Source: an optimization exercise on an open RTL-to-GDS flow (aim: small area). Production flows keep margins and buffers that such runs may drop. In this exercise RTL edits were held to simulation tests only and were not proved equivalent to the original. The flow treats the clock pin as an ideal source, which a real chip does not have. Power and IR drop assume default switching activity.

==> design/flow/design.v <==
module kraken_enc (
    input  wire [31:0] cmd,
    output wire [1:0]  err,      
    output wire        which,    
    output wire [7:0]  val,      
    output reg  [4:0]  len,      
    output reg  [61:0] sym       
);
    wire [3:0] fam   = cmd[7:4];
    wire [3:0] proto = cmd[11:8];
    wire       st    = cmd[12];
    wire [7:0] m     = cmd[23:16];
    wire [7:0] s     = cmd[31:24];
    wire [3:0] sd = s[3:0] - 4'd1;
    reg m_ok, s_ok;
    always @(*) begin
        case (fam[1:0])
            2'd0: begin m_ok = (m[7:5] == 3'd0); s_ok = (s[7:5] == 3'd0); end
            2'd1: begin m_ok = (m[7:4] == 4'd0); s_ok = ((s[7:4] == 4'd0) && (s[3:0] != 4'd0)) || (s == 8'd16); end
            2'd2: begin m_ok = (m[7:2] == 6'd0); s_ok = (s[7:2] == 6'd0) && (s[1:0] != 2'd0); end
            default: begin m_ok = (m[7:6] == 2'd0); s_ok = (s[7:6] == 2'd0); end
        endcase
    end
    wire proto_bad = (proto[3:2] != 2'd0) || (proto[1:0] == 2'd0);
    wire fam_bad   = (fam[3:2] != 2'd0);
    assign err   = proto_bad ? 2'd2 : fam_bad ? 2'd1 : (!m_ok || !s_ok) ? 2'd3 : 2'd0;
    assign which = !proto_bad && !fam_bad && m_ok && !s_ok;
    assign val   = proto_bad ? {4'd0, proto} : fam_bad ? {4'd0, fam} : !m_ok ? m : !s_ok ? s : 8'd0;
    integer i;
    always @(*) begin
        sym = 62'd0;
        case (fam[1:0])
            2'd0: begin  
                len = 5'd12;
                for (i = 0; i < 5; i = i + 1) begin
                    sym[2*i+1]     = ~m[4-i];
                    sym[2*(i+5)+1] = ~s[4-i];
                end
                sym[2*10+1] = ~st;
                sym[2*11+1] = st;
            end
            2'd1: begin  
                len = 5'd12;
                for (i = 0; i < 4; i = i + 1) begin
                    sym[2*i+1]     = m[i];
                    sym[2*(i+4)+1] = sd[i];
                end
                sym[2*9+1]  = 1'b1;
                sym[2*10+1] = 1'b1;
                sym[2*11+1] = st;
            end
            2'd2: begin  
                len = 5'd12;
                for (i = 0; i < 4; i = i + 1) begin
                    sym[2*i]   = (m[1:0] == i);
                    sym[2*i+1] = (m[1:0] != i);
                end
                for (i = 0; i < 3; i = i + 1) begin
                    sym[2*(i+4)]   = (s[1:0] == i + 1);
                    sym[2*(i+4)+1] = (s[1:0] != i + 1);
                end
                sym[2*7+1]  = 1'b1;
                sym[2*8+1]  = 1'b1;
                sym[2*9+1]  = 1'b1;
                sym[2*10+1] = st;
                sym[2*11+1] = st;
            end
            default: begin  
                len = 5'd21;
                for (i = 0; i < 6; i = i + 1) begin
                    sym[2*(i+1)+1] = ~m[5-i];
                    sym[2*(i+7)+1] = ~s[5-i];
                end
                sym[2*14+1] = 1'b1;
                sym[2*15+1] = 1'b1;
                sym[2*17+1] = 1'b1;
                sym[2*19+1] = ~st;
                sym[2*20+1] = st;
            end
        endcase
    end
endmodule
module kraken_tx (
    input  wire        clk,
    input  wire        rst,
    input  wire        reg_sel,
    input  wire        reg_we,
    input  wire [3:0]  reg_addr,
    input  wire [31:0] reg_wdata,
    output reg  [31:0] reg_rdata,
    output wire        reg_ready,
    output reg         sl_req,
    output reg         sl_val,
    input  wire        sl_ack,
    input  wire        sl_err,
    output wire        line_en,
    input  wire        cancel_i
);
    localparam [13:0] TMR_END = 14'h0c48;
    localparam [1:0] ST_IDLE = 2'd0, ST_EXPORT = 2'd1, ST_FRAME = 2'd2, ST_REPEAT = 2'd3;
    reg [4:0]  cw_len;
    reg [61:0] cw_sym;
    reg        e_done;
    reg [1:0]  e_err;
    reg        e_which;
    reg [7:0]  e_val;
    reg [1:0]  state;
    reg        exported;
    reg        line_lvl;
    reg        cancel_pend;
    reg        t_done;
    reg        te_a;       
    reg        te_b;       
    reg [3:0]  t_val;
    reg [15:0] pos_r;
    reg [4:0]  pos_i;
    reg [1:0]  pos_ph;
    reg        pos_sub;    
    reg [4:0]  t_len;
    reg [61:0] t_sym;
    reg [1:0]  t_proto;
    reg [15:0] t_rep;
    reg [13:0] tmr;
    reg [22:0] wrcnt;
    wire busy = (state != ST_IDLE);
    assign line_en = exported;
    wire       wr        = reg_sel & reg_we;
    wire       wr_cmd    = wr & (reg_addr == 4'd0);
    wire [3:0] op        = reg_wdata[3:0];
    wire       is_tx     = (op[3:1] == 3'b001);
    assign reg_ready     = ~(wr_cmd & is_tx & busy);
    wire       do_enc    = wr_cmd & (op == 4'h1);
    wire       do_tx     = wr_cmd & is_tx & ~busy;
    wire       do_cancel = (wr_cmd & (op == 4'h4)) | cancel_i;
    wire       cancel_now = cancel_pend | do_cancel;
    wire [3:0] cmd_proto = reg_wdata[11:8];
    wire       proto_ok  = (cmd_proto[3:2] == 2'd0) && (cmd_proto[1:0] != 2'd0);
    wire [1:0]  enc_err;
    wire        enc_which;
    wire [7:0]  enc_val;
    wire [4:0]  enc_len;
    wire [61:0] enc_sym;
    kraken_enc u_enc (
        .cmd   (reg_wdata),
        .err   (enc_err),
        .which (enc_which),
        .val   (enc_val),
        .len   (enc_len),
        .sym   (enc_sym)
    );
    wire       is_sync = (pos_i == t_len);
    wire [1:0] cur_sym = t_sym[2*pos_i +: 2];
    wire       last_ph = is_sync ? (pos_ph[0]) : (pos_ph == 2'd3);
    reg        long_ph;
    always @(*) begin
        case (pos_ph)
            2'd0: long_ph = cur_sym[0];
            2'd1: long_ph = ~cur_sym[0];
            2'd2: long_ph = cur_sym[1] | cur_sym[0];
            default: long_ph = ~(cur_sym[1] | cur_sym[0]);
        endcase
        if (is_sync) long_ph = pos_ph[0];
    end
    reg [13:0] wait_cycles;
    always @(*) begin
        casez ({t_proto, is_sync, long_ph})
            4'b01_?_0: wait_cycles = 14'h3ab9;   
            4'b01_0_1: wait_cycles = 14'h02ab;   
            4'b01_1_1: wait_cycles = 14'h0fe8;   
            4'b10_?_0: wait_cycles = 14'h2c53;   
            4'b10_0_1: wait_cycles = 14'h007d;   
            4'b10_1_1: wait_cycles = 14'h297c;   
            4'b??_?_0: wait_cycles = 14'h2e9b;   
            4'b??_0_1: wait_cycles = 14'h12b1;   
            default:   wait_cycles = 14'h3bd2;   
        endcase
    end
    always @(posedge clk) begin
        if (do_tx && proto_ok) begin
            t_len   <= cw_len;
            t_sym   <= cw_sym;
            t_proto <= cmd_proto[1:0];
            t_rep   <= (op[0]) ? reg_wdata[31:16] : 16'd10;
        end
        if (!pos_sub) tmr <= wait_cycles;
        else          tmr <= {tmr[12:0], tmr[13] ^ tmr[12] ^ tmr[11] ^ tmr[1]};
    end
    wire in_exp = (state == ST_EXPORT);
    wire in_frm = (state == ST_FRAME);
    wire in_rep = (state == ST_REPEAT);
    wire wstep  = in_frm & ~pos_sub & ~sl_req;           
    wire ack    = in_frm & ~pos_sub & sl_req & sl_ack;   
    wire waits  = in_frm & pos_sub;
    wire tend   = waits & ~cancel_pend & (tmr == TMR_END);
    wire wr_issue    = wstep & ~cancel_now;
    wire rep_step    = in_rep & ~cancel_now;
    wire exp_go      = in_exp & ~cancel_now;
    wire rep_zero    = (t_rep == 16'd0);
    wire [15:0] pos_r_inc;
    wire rep_last    = (pos_r_inc == t_rep);
    wire cancel_done = ((in_exp | wstep | in_rep) & cancel_now) | (waits & cancel_pend);
    wire line_fail   = ack & sl_err;
    wire ok_done     = (exp_go & rep_zero) | (rep_step & rep_last);
    wire complete    = cancel_done | line_fail | ok_done;
    wire start_frame = (exp_go & ~rep_zero) | (rep_step & ~rep_last);
    wire ph_adv      = tend & ~last_ph;
    wire sym_adv     = tend & last_ph & ~is_sync;
    wire to_rep      = tend & last_ph & is_sync;
    wire ack_ok      = ack & ~sl_err;
    wire tx_ok       = do_tx & proto_ok;
    wire tx_bad      = do_tx & ~proto_ok;
    wire [22:0] wrcnt_inc;
    wire [23:0] wc;
    wire [16:0] rc;
    assign wc[0] = wr_issue;
    assign rc[0] = rep_step;
    genvar k;
    generate
        for (k = 0; k < 23; k = k + 1) begin : g_wc
            assign wrcnt_inc[k] = wrcnt[k] ^ wc[k];
            assign wc[k+1]      = wrcnt[k] & wc[k];
        end
        for (k = 0; k < 16; k = k + 1) begin : g_rc
            assign pos_r_inc[k] = pos_r[k] ^ rc[k];
            assign rc[k+1]      = pos_r[k] & rc[k];
        end
    endgenerate
    always @(posedge clk) begin
        if (rst || tx_ok) wrcnt <= 23'd0;
        else              wrcnt <= wrcnt_inc;
        if (rst || (exp_go && !rep_zero)) pos_r <= 16'd0;
        else                              pos_r <= pos_r_inc;
    end
    always @(posedge clk) begin
        if (rst) begin
            state       <= ST_IDLE;
            exported    <= 1'b0;
            line_lvl    <= 1'b0;
            cancel_pend <= 1'b0;
            t_done      <= 1'b0;
            te_a        <= 1'b0;
            te_b        <= 1'b0;
            t_val       <= 4'd0;
            pos_i       <= 5'd0;
            pos_ph      <= 2'd0;
            pos_sub     <= 1'b0;
            sl_req      <= 1'b0;
            sl_val      <= 1'b0;
        end else begin
            if (tx_ok)            state <= ST_EXPORT;
            else if (complete)    state <= ST_IDLE;
            else if (start_frame) state <= ST_FRAME;
            else if (to_rep)      state <= ST_REPEAT;
            cancel_pend <= ~complete & (cancel_pend | (do_cancel & busy));
            if (tx_bad | complete) t_done <= 1'b1;
            else if (tx_ok)        t_done <= 1'b0;
            if (tx_bad | tx_ok)                 begin te_a <= 1'b0; te_b <= tx_bad; end
            else if (cancel_done | line_fail)   begin te_a <= 1'b1; te_b <= cancel_done; end
            if (tx_bad)     t_val <= cmd_proto;
            else if (tx_ok) t_val <= 4'd0;
            if (exp_go) exported <= 1'b1;
            if (start_frame)  pos_i <= 5'd0;
            else if (sym_adv) pos_i <= pos_i + 5'd1;
            if (start_frame | sym_adv) pos_ph <= 2'd0;
            else if (ph_adv)           pos_ph <= pos_ph + 2'd1;
            if (start_frame | ph_adv | sym_adv) pos_sub <= 1'b0;
            else if (ack_ok)                    pos_sub <= 1'b1;
            if (wr_issue) begin
                sl_req <= 1'b1;
                sl_val <= ~pos_ph[0];
            end else if (ack) begin
                sl_req <= 1'b0;
            end
            if (ack_ok) line_lvl <= sl_val;
        end
    end
    always @(posedge clk) begin
        if (rst) begin
            cw_len  <= 5'd0;
            cw_sym  <= 62'd0;
            e_done  <= 1'b0;
            e_err   <= 2'd0;
            e_which <= 1'b0;
            e_val   <= 8'd0;
        end else begin
            if (wr && reg_addr == 4'd1) cw_len <= reg_wdata[4:0];
            if (wr && reg_addr == 4'd2) cw_sym[31:0]  <= reg_wdata;
            if (wr && reg_addr == 4'd3) cw_sym[61:32] <= reg_wdata[29:0];
            if (do_enc) begin
                e_done  <= 1'b1;
                e_err   <= enc_err;
                e_which <= enc_which;
                e_val   <= enc_val;
                if (enc_err == 2'd0) begin
                    cw_len <= enc_len;
                    cw_sym <= enc_sym;
                end
            end
        end
    end
    always @(*) begin
        case (reg_addr)
            4'd1:    reg_rdata = {27'd0, cw_len};
            4'd2:    reg_rdata = cw_sym[31:0];
            4'd3:    reg_rdata = {2'd0, cw_sym[61:32]};
            4'd4:    reg_rdata = {8'd0, e_val, 3'd0, e_which, 2'd0, e_err, 4'd0, e_done, 3'd0};
            4'd5:    reg_rdata = {12'd0, t_val, 5'd0, te_a, ~te_a & te_b, te_a & te_b, 1'b0, cancel_pend,
                                  line_lvl, exported, t_done, busy, state};
            4'd6:    reg_rdata = {9'd0, wrcnt};
            4'd7:    reg_rdata = {8'd0, pos_sub, pos_ph, pos_i, pos_r};
            default: reg_rdata = 32'd0;
        endcase
    end
endmodule
==> design/flow/flow/run.sh <==
#!/bin/bash
# Standard ORFS layout with two changes in how it is built:
#  - the port buffers that buffer_ports inserts are the smallest buffer cell;
#  - clock tree synthesis uses clkbuf_4 buffers, large sink clusters and no dummy loads.
set -euo pipefail
export BUFFER_PORTS_ARGS="-buffer_cell sky130_fd_sc_hd__buf_1"
export CTS_ARGS="-sink_clustering_enable -repair_clock_nets -dont_use_dummy_load -buf_list sky130_fd_sc_hd__clkbuf_8 -sink_clustering_size 16 -sink_clustering_max_diameter 60"
bash standard.sh > standard_flow.log 2>&1
==> design/flow/standard.sh <==
#!/bin/bash
# synth_recipe.tcl (not shown) runs the flow's synth.tcl, then flattens the netlist and writes it again
# the make line also repeats each setting of config.mk as NAME=value (left out here)
make -C /OpenROAD-flow-scripts/flow DESIGN_CONFIG=/design/flow/config.mk WORK_HOME=/design/flow/orfs CLKGATE_MAP_FILE= SYNTH_SCRIPT=/design/flow/synth_recipe.tcl "${@:-finish}"
==> design/flow/config.mk <==
export PLATFORM = sky130hd
export DESIGN_NAME = kraken_tx
export DESIGN_NICKNAME = kraken_tx
export VERILOG_FILES = /design/flow/design.v
export SDC_FILE = /design/flow/constraint.sdc
export NUM_CORES = 4
export LEC_CHECK = 0
export CAP_MARGIN = 20
export CORE_MARGIN = 2
export CORE_UTILIZATION = 65
export CTS_BUF_LIST = sky130_fd_sc_hd__clkbuf_4
export CTS_CLUSTER_DIAMETER = 60
export CTS_CLUSTER_SIZE = 12
export SLEW_MARGIN = 20
==> design/flow/constraint.sdc <==
create_clock -name core_clock -period 10.0 [get_ports {clk}]
set_input_delay 2.0000 -clock core_clock [delete_from_list [all_inputs] [get_ports {clk}]]
set_output_delay 2.0000 -clock core_clock [all_outputs]
set_load 0.01 [all_outputs]
==> flow_summary.json, run 1 <==
{
  "drv_slew": 0,
  "synth.top_cell.area_share": 0.274,
  "fp.dieH_microns": 136,
  "synthArstFlopShare": 0,
  "clk_pin_slew_ns": 0.10,
  "min_from": "tmr[6]",
  "post-place-ws_ns": 1.84,
  "cts-root-buf": "clkbuf_8",
  "htreeDepth": 1,
  "fillers": 1401,
  "cp-start-kind": "primary input",
  "synth.avg_cell_area_sq_um": 9.87,
  "peakVddDrop_v": 0.000108,
  "clk_path_buf_depth": 3,
  "min_to": "tmr[7]",
  "final_hold_viol_count": 0,
  "finalClockSkew_ns": 0.0574,
  "yosys.area.top_type": "dfxtp_1",
  "dr.first_iter.drc_count": 1051,
  "r2r-start": "cancel_pend",
  "clk_latency_ns": 0.54,
  "worstSetupPathType": "in -> reg",
  "cts_hold_buffers": 0,
  "grt_max_degree": 72,
  "pin_count": 79,
  "cp_common_cell": "ha_1",
  "worst_pin_slew_ns": 1.09,
  "hold_path_class": "reg -> reg",
  "grtUsageMet1": 0.502,
  "post-route-util": 0.696,
  "fmaxAchievable_mhz": 130,
  "start_util": 0.658,
  "fin_nets": 1273,
  "via_count": 8969,
  "ys_ff_latch": 239,
  "worstHoldPathCells": 2,
  "relSlewSlack": 0.272,
  "area_delta_synth_final_pct": 5.75,
  "drtAntennaViolNets": 0,
  "drc": 0,
  "rrSetupSlack_ns": 4.60,
  "yosysWarnings": 2,
  "cts_sinks": 239,
  "dp_hpwl_microns": 24000,
  "period_needed_ns": 7.69,
  "fin_crit_sh": 0.769,
  "core_sq_um": 17100,
  "crit_required_ns": 10.44,
  "layout_common_cells": "nand2_1, dfxtp_1, a21oi_1",
  "synthFlopType": "dfxtp_1",
  "power_density_nw_per_um2": 131,
  "tns_ns": 0,
  "ctsResizeCount": 0,
  "crit_path_top_delay_cell": "o31ai_1",
  "synth_top_cells_by_area": "dfxtp_1, edfxtp_1, ha_1, nand2_1, a21oi_1",
  "viasPerCell": 6.40,
  "finalSetupViolCount": 0,
  "tritoncts": "done",
  "io_buffer_count": 78,
  "p_leak_nw": 4.54,
  "gp_congestion": 0.942,
  "post_drt_wl_per_cell_microns": 23.7,
  "drive_above_1_share": 0.0663,
  "grt_antenna_before_repair": 0,
  "dr.pass1.iters": 6,
  "setup_slack_ns": 2.31,
  "worstReg2RegEnd": "pos_sub",
  "hold-worst-slack_ns": 0.464,
  "die_area_sq_um": 18400,
  "overflow": 0,
  "syn-num-nets": 1235,
  "ys_types": 69,
  "grt_util_met3": 0.0808,
  "grt_first_pass_wirelength_microns": 49000,
  "cts_setup_buffers": 0,
  "r2r_cells": 25,
  "drv_cap": 0,
  "routed_wl_microns": 33200,
  "synthesis.area_sq_um": 11300,
  "end_kind": "register",
  "synthCells": 1141,
  "busiest_layer": "met2",
  "synth-edff-count": 85,
  "cp_max_fo": 11,
  "grt_pass1_vias": 8285,
  "cpPeakStageDelay_ns": 0.81,
  "yosysSeqAreaShare": 0.500,
  "diodes": 0,
  "die_w_microns": 136,
  "final_common_cell": "nand2_1",
  "rows": 48,
  "cts_buffers": 19,
  "globalRouteMet2Util": 0.559,
  "track_usage": 0.360,
  "status": "complete, no violations",
  "rsz0062_at_grt": "false",
  "arrival_ns": 8.13
}
[registers in the layout, summed over array words and instances (netlist names), 2 cells and up]
name and count:
t_val 4, pos_r 16, tmr 14, cw_len 5, t_sym 62, pos_ph 2, wrcnt 23, cw_sym 62
t_proto 2, state 2, pos_i 5, e_val 8, e_err 2, t_rep 16, t_len 5
[critical path, delay by kind of cell]
| family | cells | cell delay [ns] |
|---|---|---|
| buffers and inverters | 2 | 0.42 |
| adders and majority gates | 15 | 2.75 |
| AOI/OAI and AO/OA | 1 | 0.81 |
| and+or+nand+nor | 9 | 1.73 |
| xor gates and xnor gates | 2 | 0.41 |
[per-stage QoR]
stage                     cells  total power, mW  cell area (sq um)
final                      1402             1.56              11900
after detailed placement   1383             1.11              11600
after global placement     1383             1.11              11600
after floorplan            1141             1.07              11300
after global routing       1402             1.60              11900
after CTS                  1402             1.56              11900
[power by group]
group | switching (mW) | leakage [nW] | internal, mW
Combinational | 0.0626 | 2.23 | 0.0219
Clock | 0.299 | 0.137 | 0.172
Sequential | 0.00253 | 2.17 | 1.00
[how the worst max path moves through the flow]
stage / slack, ns / to / depth (start not counted) / from
after floorplan: 2.52 / wrcnt[22] / 29 / reg_addr[2]
after global placement: 1.98 / pos_ph[1] / 29 / reg_addr[2]
after detailed placement: 1.84 / pos_sub / 29 / reg_addr[2]
after CTS: 2.38 / wrcnt[22] / 31 / reg_addr[2]
after global routing: 1.98 / pos_sub / 29 / reg_addr[2]
final: 2.31 / pos_sub / 29 / reg_addr[2]
[cell usage after synthesis, drive strengths merged (18+ instances only)]
library cell,count
edfxtp,85
nand2,166
ha,51
inv,26
buf,21
and2,56
mux2i,33
o21ai,18
a22oi,48
dfxtp,154
a311oi,21
xnor2,20
nor3,20
clkbuf,56
nor2,91
nand3,28
a21oi,89
[cell families (layout without fill, tap and decap cells)]
logic type | count (synthesis) | after routing | share of synthesized area
DFF | 239 | 239 | 0.500
buffers and inverters | 103 | 139 | 0.0384
xor gates and xnor gates | 31 | 31 | 0.0241
and+or+nand+nor | 431 | 431 | 0.186
muxes | 45 | 45 | 0.0493
adders and majority gates | 51 | 51 | 0.0567
AOI/OAI and AO/OA | 241 | 241 | 0.145
[layout make-up]
| type | count | area, sq um | area share |
|---|---|---|---|
| clock buffers | 19 | 262 | 0.0220 |
| inverters | 26 | 98.8 | 0.00830 |
| multi-input cells | 799 | 5220 | 0.438 |
| flip-flops and latches | 239 | 5640 | 0.473 |
| well taps | 225 | 282 | 0.0236 |
| repair buffers | 94 | 414 | 0.0348 |
[metal layers]
| layer | up-vias | wire (microns) | part of all wire |
|---|---|---|---|
| met5 | - | 0 | 0 |
| met2 | 466 | 15200 | 0.46 |
| met3 | 70 | 3350 | 0.10 |
| met4 | 0 | 1120 | 0.034 |
| met1 | 4284 | 13500 | 0.41 |
| li1 | 4149 | - | - |
==> run 2, diff against run 1 <==
==> design/flow/flow/run.sh (replaced) <==
#!/bin/bash
# Standard ORFS layout with two changes in how it is built:
#  - the port buffers that buffer_ports inserts are the smallest buffer cell;
#  - clock tree synthesis uses clkbuf_4 buffers, large sink clusters and no dummy loads.
set -euo pipefail
export BUFFER_PORTS_ARGS="-buffer_cell sky130_fd_sc_hd__buf_1"
export CTS_ARGS="-sink_clustering_enable -repair_clock_nets -dont_use_dummy_load -buf_list sky130_fd_sc_hd__clkbuf_4 -sink_clustering_size 8 -sink_clustering_max_diameter 40"
bash standard.sh > standard_flow.log 2>&1
==> run 2 against run 1 <==
Largest power group unchanged. Count of clock-buffer cells in the layout is 20 higher. Clock skew is 0.011 ns lower. Synthesized area stayed put. Die area stayed put. Global-route usage is 0.71 points higher. Sequential cell count stayed put. Sequential power hardly changed. Non-clock buffer count stayed put.
==> flow_summary.json, run 2 <==
{
  "crit_path_top_delay_cell": "o31ai_1",
  "yosys.area.top_type": "dfxtp_1",
  "htreeDepth": 2,
  "core_sq_um": 17100,
  "final_hold_viol_count": 0,
  "drc": 0,
  "finalClockSkew_ns": 0.0468,
  "overflow": 0,
  "die_w_microns": 136,
  "drive_above_1_share": 0.0819,
  "synth.top_cell.area_share": 0.274,
  "cts_hold_buffers": 0,
  "worstReg2RegEnd": "wrcnt[22]",
  "hold_path_class": "reg -> reg",
  "routed_wl_microns": 33600,
  "post-route-util": 0.698,
  "pin_count": 79,
  "rrSetupSlack_ns": 4.57,
  "relSlewSlack": 0.259,
  "reg_top3": "cw_sym (62), t_sym (62), wrcnt (23)",
  "area_delta_synth_final_pct": 6.05,
  "cp_common_cell": "ha_1",
  "end_kind": "register",
  "layout.cells.non_filler": 1423,
  "grt_antenna_before_repair": 1,
  "globalRouteMet2Util": 0.559,
  "dp_hpwl_microns": 24000,
  "layout_common_cells": "nand2_1, dfxtp_1, a21oi_1",
  "fp.dieH_microns": 136,
  "period_needed_ns": 7.59,
  "grt_first_pass_wirelength_microns": 49600,
  "cts-root-buf": "clkbuf_4",
  "dr.pass1.iters": 8,
  "synth_top_cells_by_area": "dfxtp_1, edfxtp_1, ha_1, nand2_1, a21oi_1",
  "power_density_nw_per_um2": 133,
  "peakVddDrop_v": 0.000106,
  "post_drt_wl_per_cell_microns": 23.6,
  "finalSetupViolCount": 0,
  "p_leak_nw": 4.58,
  "ctsResizeCount": 0,
  "tns_ns": 0,
  "clk_path_buf_depth": 3,
  "grt_util_met3": 0.110,
  "clk_latency_ns": 0.66,
  "cpPeakStageDelay_ns": 0.82,
  "gp_congestion": 0.942,
  "setup_slack_ns": 2.41,
  "die_area_sq_um": 18400,
  "worstSetupPathType": "in -> reg",
  "rsz0062_at_grt": "false",
  "clk_pin_slew_ns": 0.09,
  "yosysWarnings": 2,
  "min_to": "tmr[7]",
  "synth-edff-count": 85,
  "final_common_cell": "nand2_1",
  "worst_pin_slew_ns": 1.11,
  "yosysSeqAreaShare": 0.500,
  "synth_common_cells": "nand2_1, dfxtp_1, nor2_1, a21oi_1, edfxtp_1",
  "post-place-ws_ns": 1.84,
  "worstHoldPathCells": 2,
  "tritoncts": "done",
  "synth_most_common_cell": "nand2_1",
  "cp_max_fo": 11,
  "ys_ff_latch": 239,
  "cts_setup_buffers": 0,
  "cts_sinks": 239,
  "fin_crit_sh": 0.759,
  "status": "complete, no violations",
  "r2r_cells": 27,
  "start_util": 0.658,
  "min_from": "tmr[6]",
  "grt_pass1_vias": 8467,
  "track_usage": 0.367,
  "dr.first_iter.drc_count": 1125,
  "r2r-start": "state[0]",
  "fillers": 1410,
  "grt_max_degree": 72,
  "hold-worst-slack_ns": 0.462,
  "busiest_layer": "met2",
  "drv_slew": 0,
  "multi_input_area_sq_um": 5220,
  "cp-start-kind": "primary input",
  "synthFlopType": "dfxtp_1",
  "synthArstFlopShare": 0,
  "syn-num-nets": 1235,
  "fin_nets": 1293,
  "cts_buffers": 39,
  "rows": 48,
  "arrival_ns": 8.13,
  "dpl.cell_count": 1383,
  "synthesis.area_sq_um": 11300,
  "drv_cap": 0,
  "synth.avg_cell_area_sq_um": 9.87,
  "grtUsageMet1": 0.490,
  "crit_required_ns": 10.54,
  "synthCells": 1141,
  "drtAntennaViolNets": 0,
  "via_count": 9133,
  "viasPerCell": 6.42,
  "ys_types": 69,
  "fmaxAchievable_mhz": 132,
  "io_buffer_count": 78,
  "regArea_sq_um": 5640
}
## run 2: cell counts after synthesis
Identical to the previous run, type by type.
## run 2: final cells by class
type / instances / area share
Timing Repair Buffer: 94 / 0.0347
Inverter: 26 / 0.00827
Antenna cell: 1 / 0.000209
Tap cell: 225 / 0.0236
Clock buffer: 39 / 0.0245
Multi-Input combinational cell: 799 / 0.437
Sequential cell: 239 / 0.472
## run 2: cells by family after synthesis
logic type                 synth area share
muxes                                0.0493
xor gates and xnor gates             0.0241
adders and majority gates            0.0567
DFF                                   0.500
AOI/OAI and AO/OA                     0.145
and+or+nand+nor                       0.186
buffers and inverters                0.0384
## run 2: critical path, delay by kind of cell
kind / cells / cell delay [ns]
xor gates and xnor gates: 2 / 0.42
AOI/OAI and AO/OA: 1 / 0.82
adders and majority gates: 15 / 2.75
buffers and inverters: 2 / 0.42
and+or+nand+nor: 9 / 1.72
## run 2: power breakdown
part           internal [mW]  total [mW]  switching (mW)
registers               1.00        1.00         0.00256
logic                 0.0219      0.0842          0.0623
clock network          0.179       0.503           0.324
total                   1.20        1.59           0.389
## run 2: how the worst max path moves through the flow
stage / slack [ns] / cells after the start / end / from
global route: 2.10 / 29 / pos_sub / reg_addr[2]
finish: 2.41 / 29 / pos_sub / reg_addr[2]
CTS: 2.49 / 29 / pos_sub / reg_addr[2]
floorplan: 2.52 / 29 / wrcnt[22] / reg_addr[2]
global placement: 1.98 / 29 / pos_ph[1] / reg_addr[2]
detailed placement: 1.84 / 29 / pos_sub / reg_addr[2]
## run 2: routing by layer
layer | part of all wire | up-vias | wire length [microns]
met3 | 0.11 | 94 | 3720
met4 | 0.043 | 0 | 1450
met5 | 0 | - | 0
met2 | 0.45 | 513 | 15100
met1 | 0.40 | 4318 | 13300
li1 | - | 4208 | -
## run 2: per-stage QoR
step,power [mW],instance area (sq um)
after detailed placement,1.11,11600
final,1.59,11900
after floorplan,1.07,11300
after CTS,1.59,11900
after global routing,1.64,11900
after global placement,1.11,11600
==> run 3, diff against run 2 <==
==> design/flow/flow/run.sh (replaced) <==
#!/bin/bash
# Standard ORFS layout with two changes in how it is built:
#  - the port buffers that buffer_ports inserts are the smallest buffer cell;
#  - clock tree synthesis uses clkbuf_8 buffers, sink clusters of 16 and no dummy loads.
set -euo pipefail
export BUFFER_PORTS_ARGS="-buffer_cell sky130_fd_sc_hd__buf_1"
export CTS_ARGS="-sink_clustering_enable -repair_clock_nets -dont_use_dummy_load -buf_list sky130_fd_sc_hd__clkbuf_8 -sink_clustering_size 20 -sink_clustering_max_diameter 50"
bash standard.sh > standard_flow.log 2>&1
==> design/flow/config.mk (replaced) <==
export PLATFORM = sky130hd
export DESIGN_NAME = kraken_tx
export DESIGN_NICKNAME = kraken_tx
export VERILOG_FILES = /design/flow/design.v
export SDC_FILE = /design/flow/constraint.sdc
export NUM_CORES = 4
export LEC_CHECK = 0
export CAP_MARGIN = 20
export CORE_MARGIN = 2
export CORE_UTILIZATION = 80
export CTS_BUF_LIST = sky130_fd_sc_hd__clkbuf_8
export CTS_CLUSTER_DIAMETER = 50
export CTS_CLUSTER_SIZE = 20
export SLEW_MARGIN = 20
==> run 3 against run 2 <==
Via count increased by 2.1%. Highest routed layer unchanged. First-iteration DRC count increased by 29%. Critical path type unchanged. Clock skew increased by 0.0040 ns. Sequential power about the same. Global-route usage increased by 7.8 points. Still clean. Utilization increased by 16 points. Synthesized area unchanged. Largest cell class unchanged. Combinational power increased by 0.8%. Critical path depth decreased by 1. Count of clock-buffer cells in the layout decreased by 18. Final cell count decreased by 4.4%.
==> flow_summary.json, run 3 <==
{
  "status": "complete, no violations",
  "fillers": 781,
  "htreeDepth": 1,
  "yosysWarnings": 2,
  "total_power_mw": 1.58,
  "hold_path_class": "reg -> reg",
  "via_count": 9325,
  "io_buffer_count": 78,
  "drv_slew": 0,
  "routed_wl_microns": 33100,
  "clk_latency_ns": 0.55,
  "worst-path-buf-inv": 1,
  "layout_common_cells": "nand2_1, dfxtp_1, a21oi_1",
  "rrSetupSlack_ns": 4.52,
  "fin_crit_sh": 0.790,
  "viasPerCell": 6.86,
  "power_density_nw_per_um2": 133,
  "yosys.area.top_type": "dfxtp_1",
  "grt_pass1_vias": 8824,
  "synth_common_cells": "nand2_1, dfxtp_1, nor2_1, a21oi_1, edfxtp_1",
  "crit_family": "adder cells",
  "fmaxAchievable_mhz": 127,
  "cts_hold_buffers": 0,
  "crit_required_ns": 10.42,
  "ys_ff_latch": 239,
  "drive_above_1_share": 0.0670,
  "tns_ns": 0,
  "dr.pass1.iters": 6,
  "finalClockSkew_ns": 0.0508,
  "rsz0062_at_grt": "false",
  "ctsResizeCount": 0,
  "drtAntennaViolNets": 0,
  "syn-num-nets": 1235,
  "peakVddDrop_v": 0.000139,
  "synth_most_common_cell": "nand2_1",
  "gp_congestion": 1.03,
  "cp-start-kind": "primary input",
  "setup_slack_ns": 2.10,
  "grt_antenna_before_repair": 1,
  "relSlewSlack": 0.294,
  "dp_hpwl_microns": 23500,
  "worstHoldPathCells": 0,
  "ys_types": 69,
  "cts_sinks": 239,
  "clk_pin_slew_ns": 0.11,
  "pin_count": 79,
  "synthCells": 1141,
  "end_kind": "register",
  "dr.first_iter.drc_count": 1451,
  "period_needed_ns": 7.90,
  "hold-worst-slack_ns": 0.446,
  "drc": 0,
  "post-place-ws_ns": 1.71,
  "dpl.cell_count": 1338,
  "track_usage": 0.445,
  "clk_path_buf_depth": 3,
  "overflow": 0,
  "finalSetupViolCount": 0,
  "cts_buffers": 21,
  "reg_top3": "cw_sym (62), t_sym (62), wrcnt (23)",
  "synth-edff-count": 85,
  "synth.top_cell.area_share": 0.274,
  "worst_pin_slew_ns": 1.06,
  "rows": 43,
  "layout.cells.non_filler": 1360,
  "die_area_sq_um": 15000,
  "cpPeakStageDelay_ns": 0.84,
  "r2r_cells": 27,
  "fp.dieH_microns": 123,
  "cts-root-buf": "clkbuf_8",
  "synthesis.area_sq_um": 11300,
  "grt_max_degree": 72,
  "fin_nets": 1275,
  "p_leak_nw": 4.56,
  "arrival_ns": 8.32,
  "synth.avg_cell_area_sq_um": 9.87,
  "worstSetupPathType": "in -> reg",
  "drv_cap": 0,
  "cts_setup_buffers": 0,
  "start_util": 0.815,
  "tritoncts": "done",
  "synthArstFlopShare": 0,
  "grt_first_pass_wirelength_microns": 49600,
  "yosysSeqAreaShare": 0.500,
  "worstReg2RegEnd": "wrcnt[22]",
  "die_w_microns": 123,
  "area_delta_synth_final_pct": 5.45,
  "core_sq_um": 13800,
  "crit_path_top_delay_cell": "o31ai_1",
  "final_hold_viol_count": 0,
  "min_from": "cw_sym[13]",
  "cp_max_fo": 11,
  "min_to": "t_sym[13]",
  "synthFlopType": "dfxtp_1",
  "synth_top_cells_by_area": "dfxtp_1, edfxtp_1, ha_1, nand2_1, a21oi_1",
  "cp_common_cell": "ha_1",
  "post_drt_wl_per_cell_microns": 24.3,
  "final_common_cell": "nand2_1",
  "r2r-start": "state[0]"
}
-- run 3: worst max path at each step --
stage	startpoint	end	slack [ns]	depth (start not counted)
after global routing	reg_addr[2]	pos_ph[1]	1.81	28
after floorplan	reg_addr[2]	wrcnt[22]	2.52	29
final	reg_addr[2]	pos_ph[1]	2.10	28
after detailed placement	reg_addr[2]	pos_sub	1.71	28
after global placement	reg_addr[2]	wrcnt[22]	1.99	30
after CTS	reg_addr[2]	pos_ph[1]	2.19	28
-- run 3: power breakdown --
group	internal, mW	total [mW]	switching, mW
Sequential	1.00	1.00	0.00258
Clock	0.188	0.487	0.298
Combinational	0.0219	0.0849	0.0630
-- run 3: routing by layer --
layer / up-vias / routed length (microns) / GRT usage
met4: 0 / 2020 / 0.213
met3: 160 / 4540 / 0.113
met5: - / 0 / 0
met1: 4274 / 11700 / 0.592
met2: 739 / 14900 / 0.684
li1: 4152 / - / -
-- run 3: logic make-up (layout without fill, tap and decap cells) --
| family | Yosys count | count (layout) | synth area share |
|---|---|---|---|
| and+or+nand+nor | 431 | 431 | 0.186 |
| AOI/OAI and AO/OA | 241 | 241 | 0.145 |
| DFF | 239 | 239 | 0.500 |
| buffers and inverters | 103 | 141 | 0.0384 |
| adders and majority gates | 51 | 51 | 0.0567 |
| muxes | 45 | 45 | 0.0493 |
| xor gates and xnor gates | 31 | 31 | 0.0241 |
| other | 0 | 1 | 0 |
-- run 3: cell type report --
| cell class | count | area [sq um] | share of cell area |
|---|---|---|---|
| diodes | 1 | 2.50 | 0.000211 |
| clock buffers | 21 | 289 | 0.0243 |
| inverters | 26 | 98.8 | 0.00832 |
| multi-input cells | 799 | 5210 | 0.439 |
| flip-flops and latches | 239 | 5640 | 0.474 |
| well taps | 180 | 225 | 0.0190 |
| repair buffers | 94 | 414 | 0.0349 |
-- run 3: worst reg2reg max path: stages, from the launching register on --
cell and delay [ns]:
dfxtp_1 0.53, nand2b_1 0.26, nor2_1 0.10, and3b_1 0.24, ha_1 0.20, ha_1 0.18, ha_1 0.18, ha_1 0.18
ha_1 0.18, ha_1 0.19, ha_1 0.18, ha_1 0.18, ha_1 0.18, ha_1 0.18, ha_1 0.18, ha_1 0.19
ha_1 0.19, ha_1 0.18, ha_1 0.18, ha_1 0.18, ha_1 0.18, ha_1 0.18, ha_1 0.18, ha_1 0.18
ha_1 0.18, ha_1 0.19, xnor2_1 0.13, nor3_1 0.05
-- run 3: per-stage QoR --
| step | util | area [sq um] |
|---|---|---|
| 2_1_floorplan | - | 11300 |
| 3_3_place_gp | 0.838 | 11600 |
| 3_5_place_dp | 0.838 | 11600 |
| 4_1_cts | 0.859 | 11900 |
| 5_1_grt | 0.859 | 11900 |
| 6_report | 0.859 | 11900 |
==> run 4, diff against run 3 <==
==> design/flow/flow/run.sh (replaced) <==
#!/bin/bash
# Standard ORFS layout with two changes in how it is built:
#  - the port buffers that buffer_ports inserts are the smallest buffer cell;
#  - clock tree synthesis uses clkbuf_8 buffers, sink clusters of 16 and no dummy loads.
set -euo pipefail
export BUFFER_PORTS_ARGS="-buffer_cell sky130_fd_sc_hd__buf_1"
export CTS_ARGS="-sink_clustering_enable -repair_clock_nets -dont_use_dummy_load -buf_list sky130_fd_sc_hd__clkbuf_8 -sink_clustering_size 16 -sink_clustering_max_diameter 60"
bash standard.sh > standard_flow.log 2>&1
--- a/design/flow/config.mk
+++ b/design/flow/config.mk
@@ -7,8 +7,8 @@
 export LEC_CHECK = 0
 export CAP_MARGIN = 20
 export CORE_MARGIN = 2
-export CORE_UTILIZATION = 80
+export CORE_UTILIZATION = 65
 export CTS_BUF_LIST = sky130_fd_sc_hd__clkbuf_8
-export CTS_CLUSTER_DIAMETER = 50
-export CTS_CLUSTER_SIZE = 20
+export CTS_CLUSTER_DIAMETER = 60
+export CTS_CLUSTER_SIZE = 16
 export SLEW_MARGIN = 20
==> run 4 against run 3 <==
First-iteration DRC count is 28% lower. Maximum frequency up 2.8%. Count of clock-buffer cells in the layout shrank 2. Final cell count is 3.1% higher. Largest power group unchanged. Worst hold slack better by 0.018 ns. Via count is 3.8% lower. Design area increased by 0.28%. Clock power decreased by 3%. Worst setup slack improved by 0.21 ns.
==> flow_summary.json, run 4 <==
{
  "yosysSeqAreaShare": 0.500,
  "grt_pass1_vias": 8285,
  "drv_cap": 0,
  "finalSetupViolCount": 0,
  "synth_common_cells": "nand2_1, dfxtp_1, nor2_1, a21oi_1, edfxtp_1",
  "overflow": 0,
  "period_needed_ns": 7.69,
  "post-route-util": 0.696,
  "cts_buffers": 19,
  "synth_top_cells_by_area": "dfxtp_1, edfxtp_1, ha_1, nand2_1, a21oi_1",
  "final_hold_viol_count": 0,
  "worstSetupPathType": "in -> reg",
  "status": "complete, no violations",
  "worst_pin_slew_ns": 1.09,
  "reg_top3": "cw_sym (62), t_sym (62), wrcnt (23)",
  "synth-edff-count": 85,
  "grt_antenna_before_repair": 0,
  "layout_common_cells": "nand2_1, dfxtp_1, a21oi_1",
  "grt_first_pass_wirelength_microns": 49000,
  "crit_required_ns": 10.44,
  "drv_slew": 0,
  "multi_input_area_sq_um": 5220,
  "drtAntennaViolNets": 0,
  "synth.top_cell.area_share": 0.274,
  "fin_nets": 1273,
  "track_usage": 0.360,
  "cpPeakStageDelay_ns": 0.81,
  "finalClockSkew_ns": 0.0574,
  "layout.cells.non_filler": 1402,
  "dpl.cell_count": 1383,
  "tns_ns": 0,
  "total_power_mw": 1.56,
  "setup_slack_ns": 2.31,
  "relSlewSlack": 0.272,
  "hold_path_class": "reg -> reg",
  "synthesis.area_sq_um": 11300,
  "syn-num-nets": 1235,
  "cp_max_fo": 11,
  "drive_above_1_share": 0.0663,
  "core_sq_um": 17100,
  "synthArstFlopShare": 0,
  "ys_types": 69,
  "start_util": 0.658,
  "cts_hold_buffers": 0,
  "cts_sinks": 239,
  "grt_max_degree": 72,
  "yosysWarnings": 2,
  "htreeDepth": 1,
  "yosys.area.top_type": "dfxtp_1",
  "io_buffer_count": 78,
  "postLayoutCellArea_sq_um": 11900,
  "synthFlopType": "dfxtp_1",
  "pin_count": 79,
  "clk_path_buf_depth": 3,
  "dp_hpwl_microns": 24000,
  "fillers": 1401,
  "synthCells": 1141,
  "cp_common_cell": "ha_1",
  "fmaxAchievable_mhz": 130,
  "rsz0062_at_grt": "false",
  "clk_pin_slew_ns": 0.10,
  "grt_util_met3": 0.0808,
  "final_common_cell": "nand2_1",
  "peakVddDrop_v": 0.000108,
  "cts-root-buf": "clkbuf_8",
  "die_w_microns": 136,
  "globalRouteMet2Util": 0.559,
  "clk_latency_ns": 0.54,
  "end_kind": "register",
  "gp_congestion": 0.942,
  "post_drt_wl_per_cell_microns": 23.7,
  "ys_ff_latch": 239,
  "die_area_sq_um": 18400,
  "routed_wl_microns": 33200,
  "power_density_nw_per_um2": 131,
  "regArea_sq_um": 5640,
  "diodes": 0,
  "rows": 48,
  "fin_crit_sh": 0.769,
  "dr.first_iter.drc_count": 1051,
  "arrival_ns": 8.13,
  "drc": 0,
  "fp.dieH_microns": 136,
  "post-place-ws_ns": 1.84,
  "place_area_sq_um": 11600,
  "viasPerCell": 6.40,
  "cp-start-kind": "primary input",
  "grtUsageMet1": 0.502,
  "tritoncts": "done",
  "dr.pass1.iters": 6,
  "cts_setup_buffers": 0,
  "area_delta_synth_final_pct": 5.75,
  "busiest_layer": "met2",
  "synth_most_common_cell": "nand2_1",
  "synth.avg_cell_area_sq_um": 9.87,
  "ctsResizeCount": 0,
  "hold-worst-slack_ns": 0.464,
  "crit_path_top_delay_cell": "o31ai_1",
  "p_leak_nw": 4.54,
  "via_count": 8969
}
[run 4: cell types whose count changed in the layout (fill, tap and decap cells not counted), sizes merged]
| cell | change |
|---|---|
| clkbuf | -2 |
| diode | -1 |
[run 4: final cells by class]
class	count	area share
multi-input cells	799	0.438
clock buffers	19	0.0220
repair buffers	94	0.0348
flip-flops and latches	239	0.473
inverters	26	0.00830
well taps	225	0.0236
[run 4: cell families (layout without fill, tap and decap cells)]
logic type                 after synthesis  after routing  share of synthesized area
and+or+nand+nor                        431            431                      0.186
AOI/OAI and AO/OA                      241            241                      0.145
DFF                                    239            239                      0.500
buffers and inverters                  103            139                     0.0384
adders and majority gates               51             51                     0.0567
muxes                                   45             45                     0.0493
xor gates and xnor gates                31             31                     0.0241
[run 4: where the power goes]
group | internal [mW] | switching (mW)
clock | 0.172 | 0.299
sequential | 1.00 | 0.00253
combinational | 0.0219 | 0.0626
[run 4: final timing paths]
path | startpoint | slack [ns] | endpoint | cells after the start
max | reg_addr[2] | 2.31 | pos_sub | 29
min | tmr[6] | 0.46 | tmr[7] | 2
max reg2reg | cancel_pend | 4.60 | pos_sub | 25
min reg2reg | tmr[6] | 0.46 | tmr[7] | 2
[run 4: per-layer routing]
| layer | routed length [microns] | share of wire | up-vias |
|---|---|---|---|
| li1 | - | - | 4149 |
| met1 | 13500 | 0.41 | 4284 |
| met2 | 15200 | 0.46 | 466 |
| met3 | 3350 | 0.10 | 70 |
| met4 | 1120 | 0.034 | 0 |
| met5 | 0 | 0 | - |
[run 4: worst max-delay path, delay by kind of cell]
kind | cells | cell delay, ns
AO/OA/AOI/OAI | 1 | 0.81
adder cells (fa/ha/maj) | 15 | 2.75
buffers and inverters | 2 | 0.42
AND/OR/NAND/NOR | 9 | 1.73
XOR/XNOR | 2 | 0.41
==> run 5, diff against run 4 <==
--- a/design/flow/design.v
+++ b/design/flow/design.v
@@ -26,58 +26,38 @@
     assign err   = proto_bad ? 2'd2 : fam_bad ? 2'd1 : (!m_ok || !s_ok) ? 2'd3 : 2'd0;
     assign which = !proto_bad && !fam_bad && m_ok && !s_ok;
     assign val   = proto_bad ? {4'd0, proto} : fam_bad ? {4'd0, fam} : !m_ok ? m : !s_ok ? s : 8'd0;
+    wire f0 = (fam[1:0] == 2'd0), f1 = (fam[1:0] == 2'd1), f2 = (fam[1:0] == 2'd2), f3 = (fam[1:0] == 2'd3);
+    wire [3:0] mo = {m[1:0] == 2'd3, m[1:0] == 2'd2, m[1:0] == 2'd1, m[1:0] == 2'd0};
+    wire [2:0] so = {s[1:0] == 2'd3, s[1:0] == 2'd2, s[1:0] == 2'd1};
+    wire [20:0] fl;
+    assign fl[0]  = f0 & ~m[4] | f1 & m[0] | f2 & ~mo[0];
+    assign fl[1]  = f0 & ~m[3] | f1 & m[1] | f2 & ~mo[1] | f3 & ~m[5];
+    assign fl[2]  = f0 & ~m[2] | f1 & m[2] | f2 & ~mo[2] | f3 & ~m[4];
+    assign fl[3]  = f0 & ~m[1] | f1 & m[3] | f2 & ~mo[3] | f3 & ~m[3];
+    assign fl[4]  = f0 & ~m[0] | f1 & sd[0] | f2 & ~so[0] | f3 & ~m[2];
+    assign fl[5]  = f0 & ~s[4] | f1 & sd[1] | f2 & ~so[1] | f3 & ~m[1];
+    assign fl[6]  = f0 & ~s[3] | f1 & sd[2] | f2 & ~so[2] | f3 & ~m[0];
+    assign fl[7]  = f0 & ~s[2] | f1 & sd[3] | f2          | f3 & ~s[5];
+    assign fl[8]  = f0 & ~s[1]              | f2          | f3 & ~s[4];
+    assign fl[9]  = f0 & ~s[0] | f1         | f2          | f3 & ~s[3];
+    assign fl[10] = f0 & ~st   | f1         | f2 & st     | f3 & ~s[2];
+    assign fl[11] = ~f3 & st                              | f3 & ~s[1];
+    assign fl[12] = f3 & ~s[0];
+    assign fl[13] = 1'b0;
+    assign fl[14] = f3;
+    assign fl[15] = f3;
+    assign fl[16] = 1'b0;
+    assign fl[17] = f3;
+    assign fl[18] = 1'b0;
+    assign fl[19] = f3 & ~st;
+    assign fl[20] = f3 & st;
     integer i;
     always @(*) begin
         sym = 62'd0;
-        case (fam[1:0])
-            2'd0: begin  
-                len = 5'd12;
-                for (i = 0; i < 5; i = i + 1) begin
-                    sym[2*i+1]     = ~m[4-i];
-                    sym[2*(i+5)+1] = ~s[4-i];
-                end
-                sym[2*10+1] = ~st;
-                sym[2*11+1] = st;
-            end
-            2'd1: begin  
-                len = 5'd12;
-                for (i = 0; i < 4; i = i + 1) begin
-                    sym[2*i+1]     = m[i];
-                    sym[2*(i+4)+1] = sd[i];
-                end
-                sym[2*9+1]  = 1'b1;
-                sym[2*10+1] = 1'b1;
-                sym[2*11+1] = st;
-            end
-            2'd2: begin  
-                len = 5'd12;
-                for (i = 0; i < 4; i = i + 1) begin
-                    sym[2*i]   = (m[1:0] == i);
-                    sym[2*i+1] = (m[1:0] != i);
-                end
-                for (i = 0; i < 3; i = i + 1) begin
-                    sym[2*(i+4)]   = (s[1:0] == i + 1);
-                    sym[2*(i+4)+1] = (s[1:0] != i + 1);
-                end
-                sym[2*7+1]  = 1'b1;
-                sym[2*8+1]  = 1'b1;
-                sym[2*9+1]  = 1'b1;
-                sym[2*10+1] = st;
-                sym[2*11+1] = st;
-            end
-            default: begin  
-                len = 5'd21;
-                for (i = 0; i < 6; i = i + 1) begin
-                    sym[2*(i+1)+1] = ~m[5-i];
-                    sym[2*(i+7)+1] = ~s[5-i];
-                end
-                sym[2*14+1] = 1'b1;
-                sym[2*15+1] = 1'b1;
-                sym[2*17+1] = 1'b1;
-                sym[2*19+1] = ~st;
-                sym[2*20+1] = st;
-            end
-        endcase
+        len = f3 ? 5'd21 : 5'd12;
+        for (i = 0; i < 21; i = i + 1) sym[2*i+1] = fl[i];
+        for (i = 0; i < 4; i = i + 1) sym[2*i] = f2 & mo[i];
+        for (i = 0; i < 3; i = i + 1) sym[2*(i+4)] = f2 & so[i];
     end
 endmodule
 module kraken_tx (
==> design/flow/flow/run.sh (replaced) <==
#!/bin/bash
# Standard ORFS layout with three changes in how it is built:
#  - the port buffers that buffer_ports inserts are the smallest buffer cell;
#  - clock tree synthesis uses clkbuf_16 buffers, sink clusters of 30 and no dummy loads;
#  - after clock tree synthesis, cells on paths with slack to spare are downsized.
set -euo pipefail
here=$(pwd)
export BUFFER_PORTS_ARGS="-buffer_cell sky130_fd_sc_hd__buf_1"
export CTS_ARGS="-sink_clustering_enable -repair_clock_nets -dont_use_dummy_load -buf_list sky130_fd_sc_hd__clkbuf_16 -sink_clustering_size 30 -sink_clustering_max_diameter 60"
export POST_CTS_TCL="$here/flow/post_cts.tcl"
bash standard.sh > standard_flow.log 2>&1
==> design/flow/flow/post_cts.tcl (new file) <==
# Downsize cells on paths that keep positive slack, then legalize again.
repair_timing -recover_power 100 -verbose
detailed_placement
check_placement -verbose
--- a/design/flow/config.mk
+++ b/design/flow/config.mk
@@ -5,10 +5,10 @@
 export SDC_FILE = /design/flow/constraint.sdc
 export NUM_CORES = 4
 export LEC_CHECK = 0
-export CAP_MARGIN = 20
+export CAP_MARGIN = 0
 export CORE_MARGIN = 2
 export CORE_UTILIZATION = 65
 export CTS_BUF_LIST = sky130_fd_sc_hd__clkbuf_8
 export CTS_CLUSTER_DIAMETER = 60
 export CTS_CLUSTER_SIZE = 16
-export SLEW_MARGIN = 20
+export SLEW_MARGIN = 0
==> run 5 against run 4 <==
Final cell count is 1.8% lower. Utilization increased by 2.3 points. Maximum frequency is 0.63% higher. Total power grew 9.0%. Still clean on timing, DRC and antenna. Sequential share of layout area is 0.36 points lower. Largest power group unchanged. Sequential power is essentially flat. Design area rose by 0.77%. Register-to-register slack got worse by 0.19 ns. Via count grew 1.0%.
==> flow_summary.json, run 5 <==
{
  "status": "complete, no violations",
  "dp_hpwl_microns": 23600,
  "grt_max_degree": 56,
  "synthArstFlopShare": 0,
  "synthCells": 1115,
  "tritoncts": "done",
  "post-place-ws_ns": 2.00,
  "cp-start-kind": "primary input",
  "cts_sinks": 239,
  "synth.avg_cell_area_sq_um": 10.0,
  "cp_max_fo": 8,
  "crit_required_ns": 10.38,
  "die_w_microns": 135,
  "area_delta_synth_final_pct": 7.33,
  "fin_nets": 1249,
  "final_hold_viol_count": 0,
  "pin_count": 79,
  "ys_types": 72,
  "core_sq_um": 16700,
  "relSlewSlack": 0.106,
  "io_buffer_count": 78,
  "dpl.cell_count": 1359,
  "power_density_nw_per_um2": 142,
  "period_needed_ns": 7.64,
  "reg_top3": "cw_sym (62), t_sym (62), wrcnt (23)",
  "drtAntennaViolNets": 0,
  "dr.first_iter.drc_count": 1350,
  "post_drt_wl_per_cell_microns": 24.2,
  "synthFlopType": "dfxtp_1",
  "drc": 0,
  "track_usage": 0.366,
  "yosysWarnings": 2,
  "synthAdderAreaFrac": 0.0526,
  "drv_slew": 0,
  "hold_path_class": "reg -> reg",
  "r2r_cells": 24,
  "synth_compound_area_frac": 0.144,
  "grt_pass1_vias": 8248,
  "synthXorXnorAreaFrac": 0.0251,
  "peakVddDrop_v": 0.000154,
  "drv_cap": 0,
  "syn-num-nets": 1205,
  "via_count": 9063,
  "finalSetupViolCount": 0,
  "fin_crit_sh": 0.764,
  "ys_ff_latch": 239,
  "rsz0062_at_grt": "false",
  "tns_ns": 0,
  "yosysSeqAreaShare": 0.504,
  "synth.top_cell.area_share": 0.276,
  "synthSimpleGateAreaFrac": 0.176,
  "synthMuxAreaShare": 0.0629,
  "viasPerCell": 6.58,
  "overflow": 0,
  "gp_congestion": 0.956,
  "synthesis.area_sq_um": 11200,
  "end_kind": "register",
  "grt_antenna_before_repair": 0,
  "layout.cells.non_filler": 1377,
  "hold-worst-slack_ns": 0.427,
  "synth_common_cells": "nand2_1, dfxtp_1, edfxtp_1, nor2_1, a21oi_1",
  "clk_pin_slew_ns": 0.11,
  "p_leak_nw": 4.48,
  "synth_top_cells_by_area": "dfxtp_1, edfxtp_1, nand2_1, ha_1, a22oi_1",
  "worst_pin_slew_ns": 1.33,
  "synth-edff-count": 85,
  "clk_latency_ns": 0.51,
  "layout_common_cells": "nand2_1, dfxtp_1, edfxtp_1",
  "dr.pass1.iters": 6,
  "grt_first_pass_wirelength_microns": 49500,
  "routed_wl_microns": 33300,
  "start_util": 0.670,
  "worstSetupPathType": "in -> reg",
  "final_common_cell": "nand2_1",
  "rows": 47,
  "synth_top_family_by_area": "simple AND/OR/NAND/NOR gates",
  "yosys.area.top_type": "dfxtp_1",
  "cpPeakStageDelay_ns": 0.50,
  "fmaxAchievable_mhz": 131,
  "finalClockSkew_ns": 0.0541,
  "cp_common_cell": "ha_1",
  "synth_most_common_cell": "nand2_1",
  "worstHoldPathCells": 0,
  "die_area_sq_um": 18300,
  "fp.dieH_microns": 135,
  "drive_above_1_share": 0.0579,
  "setup_slack_ns": 2.36,
  "arrival_ns": 8.01,
  "crit_path_top_delay_cell": "or4_1",
  "diodes": 0
}
run 5: routing by layer:
layer / GRT usage / wire length [microns] / share of wire / vias up
met5: 0 / 0 / 0 / -
met4: 0.151 / 1530 / 0.046 / 0
met3: 0.0520 / 3530 / 0.11 / 76
met2: 0.554 / 14500 / 0.44 / 565
met1: 0.534 / 13800 / 0.41 / 4312
li1: - / - / - / 4110
run 5: logic make-up after synthesis:
family,after synthesis
flip-flops,239
AND/OR/NAND/NOR,417
buffers and inverters,96
AO/OA/AOI/OAI,234
multiplexers,50
adder cells (fa/ha/maj),47
XOR/XNOR,32
run 5: power breakdown:
group | leakage (nW) | switching (mW) | internal (mW)
Combinational | 2.11 | 0.0619 | 0.0209
Sequential | 2.16 | 0.00243 | 1.00
Clock | 0.209 | 0.311 | 0.302
Total | 4.48 | 0.375 | 1.33
run 5: worst paths after layout:
kind | from | to | slack (ns)
worst max-delay path | reg_addr[2] | pos_ph[0] | 2.36
worst min-delay path | cw_sym[24] | t_sym[24] | 0.43
worst max register to register | cancel_pend | pos_ph[0] | 4.41
worst min register to register | cw_sym[24] | t_sym[24] | 0.43
run 5: metrics by stage:
step / cell area [sq um] / power (mW) / util
finish: 12000 / 1.70 / 0.719
global route: 12000 / 1.74 / 0.719
detailed placement: 11600 / 1.11 / 0.696
global placement: 11600 / 1.11 / 0.696
floorplan: 11200 / 1.07 / -
run 5: final cells by class:
type	instances	area, sq um
Clock buffer	17	425
Fill cell	1304	4700
Inverter	22	86.3
Multi-Input combinational cell	780	5130
Sequential cell	239	5640
Tap cell	220	275
Timing Repair Buffer	99	447
run 5: critical path: cells and delay by family:
| family | cells | cell delay [ns] |
|---|---|---|
| fa+ha+maj | 15 | 2.71 |
| buf+inv | 2 | 0.20 |
| compound gates | 3 | 1.45 |
| xor+xnor | 2 | 0.31 |
| simple gates | 4 | 1.34 |
==> run 6, diff against run 5 <==
==> design/flow/flow/run.sh (replaced) <==
#!/bin/bash
# Standard ORFS layout with three changes in how it is built:
#  - the port buffers that buffer_ports inserts are the smallest buffer cell;
#  - clock tree synthesis uses clkbuf_4 buffers, sink clusters of 10 and no dummy loads;
#  - after clock tree synthesis, cells on paths with slack to spare are downsized.
set -euo pipefail
here=$(pwd)
export BUFFER_PORTS_ARGS="-buffer_cell sky130_fd_sc_hd__buf_1"
export CTS_ARGS="-sink_clustering_enable -repair_clock_nets -dont_use_dummy_load -buf_list sky130_fd_sc_hd__clkbuf_4 -sink_clustering_size 10 -sink_clustering_max_diameter 40"
export POST_CTS_TCL="$here/flow/post_cts.tcl"
bash standard.sh > standard_flow.log 2>&1
==> run 6 against run 5 <==
Synthesized area did not move. Sequential cell count did not move. Die area did not move. Sequential power barely moved. Design area fell by 1.3%. Register-to-register slack barely moved. Synthesized cell count did not move. Total power fell by 8.6%. Clock skew rose by 0.0030 ns. Worst setup slack improved by 0.16 ns. Critical path type unchanged. Largest cell class unchanged. Highest routed layer unchanged.
==> flow_summary.json, run 6 <==
{
  "post-place-ws_ns": 2.00,
  "ys_ff_latch": 239,
  "synth.avg_cell_area_sq_um": 10.0,
  "fp.dieH_microns": 135,
  "post_drt_wl_per_cell_microns": 23.9,
  "dr.first_iter.drc_count": 1184,
  "crit_path_start": "reg_addr[2]",
  "synthArstFlopShare": 0,
  "finalSetupViolCount": 0,
  "dr.pass1.iters": 8,
  "finalClockSkew_ns": 0.0570,
  "cp_common_cell": "ha_1",
  "cp-start-kind": "primary input",
  "die_w_microns": 135,
  "total_power_mw": 1.55,
  "dp_hpwl_microns": 23600,
  "overflow": 0,
  "post-route-util": 0.709,
  "synth_most_common_cell": "nand2_1",
  "drv_slew": 0,
  "r2r_cells": 27,
  "layout.cells.non_filler": 1396,
  "layout_common_cells": "nand2_1, dfxtp_1, edfxtp_1",
  "worstReg2RegEnd": "wrcnt[22]",
  "r2r-start": "pos_sub",
  "start_util": 0.670,
  "fmaxAchievable_mhz": 134,
  "via_count": 9113,
  "ys_types": 72,
  "area_delta_synth_final_pct": 5.90,
  "die_area_sq_um": 18300,
  "core_sq_um": 16700,
  "synth.top_cell.area_share": 0.276,
  "fin_nets": 1267,
  "io_buffer_count": 78,
  "status": "complete, no violations",
  "syn-num-nets": 1205,
  "clk_latency_ns": 0.63,
  "yosysWarnings": 2,
  "relSlewSlack": 0.148,
  "hold-worst-slack_ns": 0.450,
  "cpPeakStageDelay_ns": 0.51,
  "p_leak_nw": 4.43,
  "worstSetupPathType": "in -> reg",
  "hold_path_class": "reg -> reg",
  "pin_count": 79,
  "crit_cells": 26,
  "place_area_sq_um": 11600,
  "rsz0062_at_grt": "false",
  "multi_input_area_sq_um": 5130,
  "power_density_nw_per_um2": 131,
  "viasPerCell": 6.53,
  "crit_family": "adder cells",
  "routed_wl_microns": 33400,
  "final_hold_viol_count": 0,
  "crit_required_ns": 10.50,
  "arrival_ns": 7.98,
  "regArea_sq_um": 5640,
  "setup_slack_ns": 2.52,
  "cts_sinks": 239,
  "rows": 47,
  "grt_max_degree": 56,
  "synth_top_cells_by_area": "dfxtp_1, edfxtp_1, nand2_1, ha_1, a22oi_1",
  "crit_path_top_delay_cell": "or4_1",
  "peakVddDrop_v": 0.000105,
  "synthCells": 1115,
  "synth_common_cells": "nand2_1, dfxtp_1, edfxtp_1, nor2_1, a21oi_1",
  "drv_cap": 0,
  "clk_pin_slew_ns": 0.11,
  "grt_first_pass_wirelength_microns": 49700,
  "grt_antenna_before_repair": 1,
  "yosysSeqAreaShare": 0.504,
  "cp_max_fo": 8,
  "tritoncts": "done",
  "period_needed_ns": 7.48,
  "rrSetupSlack_ns": 4.40,
  "drc": 0,
  "synthesis.area_sq_um": 11200,
  "tns_ns": 0,
  "drtAntennaViolNets": 0,
  "drive_above_1_share": 0.0723,
  "worst_pin_slew_ns": 1.27,
  "end_kind": "register",
  "track_usage": 0.369,
  "gp_congestion": 0.956,
  "reg_top3": "cw_sym (62), t_sym (62), wrcnt (23)",
  "worst-path-buf-inv": 2,
  "fin_crit_sh": 0.748,
  "final_common_cell": "nand2_1",
  "crit_end": "pos_ph[0]",
  "postLayoutCellArea_sq_um": 11800,
  "dpl.cell_count": 1359,
  "fillers": 1339,
  "grt_pass1_vias": 8389,
  "yosys.area.top_type": "dfxtp_1",
  "synthFlopType": "dfxtp_1",
  "synth-edff-count": 85
}
[run 6: cell types whose count changed in the layout (fill, tap and decap cells not counted)]
cell       previous run  this run
clkbuf_4              0        35
clkbuf_16            17         0
and2_0               11        10
and2_1               42        43
diode_2               0         1
[run 6: report_power, final]
group          total [mW]  internal [mW]  switching (mW)
combinational      0.0830         0.0209          0.0621
clock               0.467          0.162           0.305
sequential           1.00           1.00         0.00240
[run 6: worst min-delay path, stage by stage, from the launching register on]
cell and delay (ns):
dfxtp_1 0.30, inv_1 0.07, o22ai_1 0.07
[run 6: worst min path at each step]
stage | slack [ns] | cells after the start | endpoint | start
after floorplan | 0.42 | 0 | t_sym[30] | cw_sym[30]
after global placement | 0.43 | 0 | t_sym[43] | cw_sym[43]
after detailed placement | 0.44 | 0 | t_sym[18] | cw_sym[18]
after global routing | 0.47 | 0 | t_sym[25] | cw_sym[25]
final | 0.45 | 2 | tmr[13] | tmr[12]
[run 6: metal layers]
| layer | share of wire | track usage | up-vias |
|---|---|---|---|
| met2 | 0.42 | 0.541 | 599 |
| met5 | 0 | 0 | - |
| li1 | - | - | 4159 |
| met4 | 0.055 | 0.172 | 0 |
| met3 | 0.11 | 0.0804 | 99 |
| met1 | 0.41 | 0.526 | 4256 |
[run 6: kinds of logic (layout without fill, tap and decap cells)]
kind of cell	Yosys count	count (layout)	share of synthesized area
other cells	0	1	0
xor+xnor	32	32	0.0251
flops	239	239	0.504
mux	50	50	0.0629
fa+ha+maj	47	47	0.0526
compound gates	234	234	0.144
buf+inv	96	156	0.0355
simple gates	417	417	0.176
[run 6: layout make-up]
| type | instances | share of cell area |
|---|---|---|
| antenna | 1 | 0.000211 |
| clock buffer | 35 | 0.0222 |
| inverter | 22 | 0.00729 |
| multi-input combinational | 780 | 0.433 |
| sequential | 239 | 0.476 |
| tap | 220 | 0.0232 |
| timing repair buffer | 99 | 0.0377 |
==> run 7, diff against run 6 <==
==> design/flow/flow/run.sh (replaced) <==
#!/bin/bash
# Standard ORFS layout with three changes in how it is built:
#  - the port buffers that buffer_ports inserts are the smallest buffer cell;
#  - clock tree synthesis uses clkbuf_8 buffers, sink clusters of 16 and no dummy loads;
#  - after clock tree synthesis, cells on paths with slack to spare are downsized.
set -euo pipefail
here=$(pwd)
export BUFFER_PORTS_ARGS="-buffer_cell sky130_fd_sc_hd__buf_1"
export CTS_ARGS="-sink_clustering_enable -repair_clock_nets -dont_use_dummy_load -buf_list sky130_fd_sc_hd__clkbuf_8 -sink_clustering_size 16 -sink_clustering_max_diameter 60"
export POST_CTS_TCL="$here/flow/post_cts.tcl"
bash standard.sh > standard_flow.log 2>&1
==> run 7 against run 6 <==
Critical path depth unchanged. Synthesized area unchanged. Non-clock buffer count stayed put. Critical path type unchanged. Critical endpoint unchanged.
==> flow_summary.json, run 7 <==
{
  "drv_slew": 0,
  "die_area_sq_um": 18300,
  "drive_above_1_share": 0.0595,
  "grt_max_degree": 56,
  "synth_top_cells_by_area": "dfxtp_1, edfxtp_1, nand2_1, ha_1, a22oi_1",
  "hold_path_class": "reg -> reg",
  "dr.pass1.iters": 6,
  "tritoncts": "done",
  "fp.dieH_microns": 135,
  "yosys.area.top_type": "dfxtp_1",
  "hold-worst-slack_ns": 0.438,
  "switching_power_mw": 0.359,
  "relSlewSlack": 0.0884,
  "synth-edff-count": 85,
  "cp_max_fo": 8,
  "layout.cells.non_filler": 1379,
  "multi_input_area_sq_um": 5130,
  "cpPeakStageDelay_ns": 0.50,
  "synth.avg_cell_area_sq_um": 10.0,
  "dr.first_iter.drc_count": 1164,
  "drtAntennaViolNets": 0,
  "fin_crit_sh": 0.754,
  "grt_pass1_vias": 8285,
  "crit_path_top_delay_cell": "or4_1",
  "arrival_ns": 7.97,
  "fmaxAchievable_mhz": 133,
  "worstSetupPathType": "in -> reg",
  "peakVddDrop_v": 0.000128,
  "fin_nets": 1251,
  "ys_types": 72,
  "rows": 47,
  "clkPwrFrac": 0.300,
  "dpl.cell_count": 1359,
  "end_kind": "register",
  "drv_cap": 0,
  "die_w_microns": 135,
  "routed_wl_microns": 33300,
  "layout_common_cells": "nand2_1, dfxtp_1, edfxtp_1",
  "worstHoldPathCells": 0,
  "p_leak_nw": 4.40,
  "crit_family": "adder cells",
  "rsz0062_at_grt": "false",
  "gp_congestion": 0.956,
  "fillers": 1329,
  "r2r_cells": 27,
  "finalSetupViolCount": 0,
  "status": "complete, no violations",
  "ys_ff_latch": 239,
  "synth.top_cell.area_share": 0.276,
  "power_density_nw_per_um2": 131,
  "track_usage": 0.364,
  "pin_count": 79,
  "synthCells": 1115,
  "clk_latency_ns": 0.54,
  "yosysWarnings": 2,
  "swShare": 0.231,
  "crit_required_ns": 10.42,
  "p_seq_frac": 0.647,
  "drc": 0,
  "grt_antenna_before_repair": 0,
  "worst-path-buf-inv": 2,
  "synth_common_cells": "nand2_1, dfxtp_1, edfxtp_1, nor2_1, a21oi_1",
  "period_needed_ns": 7.54,
  "area_delta_synth_final_pct": 5.86,
  "yosysSeqAreaShare": 0.504,
  "overflow": 0,
  "final_hold_viol_count": 0,
  "regArea_sq_um": 5640,
  "syn-num-nets": 1205,
  "viasPerCell": 6.53,
  "diodes": 0
}
-- run 7: final timing paths --
| check | slack, ns | endpoint | start |
|---|---|---|---|
| worst min-delay path | 0.44 | t_sym[45] | cw_sym[45] |
| worst min register to register | 0.44 | t_sym[45] | cw_sym[45] |
| worst max register to register | 4.44 | wrcnt[22] | pos_sub |
| worst max-delay path | 2.46 | pos_ph[0] | reg_addr[2] |
-- run 7: power groups by stage --
stage / logic, mW / registers [mW] / clock network [mW]
5_1_grt: 0.0867 / 1.00 / 0.501
2_1_floorplan: 0.0440 / 1.03 / 0
6_report: 0.0830 / 1.00 / 0.465
3_5_place_dp: 0.0803 / 1.03 / 0
3_3_place_gp: 0.0794 / 1.03 / 0
-- run 7: layer usage --
layer / routed length, microns / part of all wire / global-route usage
met5: 0 / 0 / 0
met4: 1860 / 0.056 / 0.161
met3: 3810 / 0.11 / 0.0707
met2: 14200 / 0.43 / 0.541
met1: 13400 / 0.40 / 0.523
-- run 7: cell type report --
class                   count  share of cell area
clock buffers              19              0.0221
inverters                  22             0.00729
multi-input cells         780               0.434
flip-flops and latches    239               0.476
well taps                 220              0.0233
repair buffers             99              0.0377
-- run 7: kinds of logic (layout without fill, tap and decap cells) --
family,after synthesis,in the layout,synth area share
adder cells (fa/ha/maj),47,47,0.0526
buffers and inverters,96,140,0.0355
multiplexers,50,50,0.0629
XOR/XNOR,32,32,0.0251
AND/OR/NAND/NOR,417,417,0.176
AO/OA/AOI/OAI,234,234,0.144
flip-flops,239,239,0.504
-- run 7: worst register-to-register path: stages (launching register included) --
cell and delay, ns:
dfxtp_1 0.84, nor3b_1 0.21, nand2_1 0.12, nor2_1 0.07, ha_1 0.20, ha_1 0.18
ha_1 0.18, ha_1 0.18, ha_1 0.18, ha_1 0.18, ha_1 0.18, ha_1 0.19
ha_1 0.19, ha_1 0.19, ha_1 0.18, ha_1 0.18, ha_1 0.18, ha_1 0.18
ha_1 0.18, ha_1 0.18, ha_1 0.18, ha_1 0.18, ha_1 0.18, ha_1 0.18
ha_1 0.18, ha_1 0.19, xnor2_1 0.12, nor3_1 0.11
-- run 7: through the flow --
| stage | power [mW] | setup WS (ns) | util | area (sq um) |
|---|---|---|---|---|
| 5_1_grt | 1.59 | 2.15 | 0.709 | 11800 |
| 6_report | 1.55 | 2.46 | 0.709 | 11800 |
| 2_1_floorplan | 1.07 | 2.63 | - | 11200 |
| 3_3_place_gp | 1.11 | 2.19 | 0.696 | 11600 |
| 3_5_place_dp | 1.11 | 2.00 | 0.696 | 11600 |

Setup slack of run 7, layout unchanged: 2.456 ns with ideal ports, 2.472 ns with driving cells assumed (clock clkbuf_16, inputs buf_2), 1.928 ns with port delays also shifted by the 0.544 ns mid clock arrival.
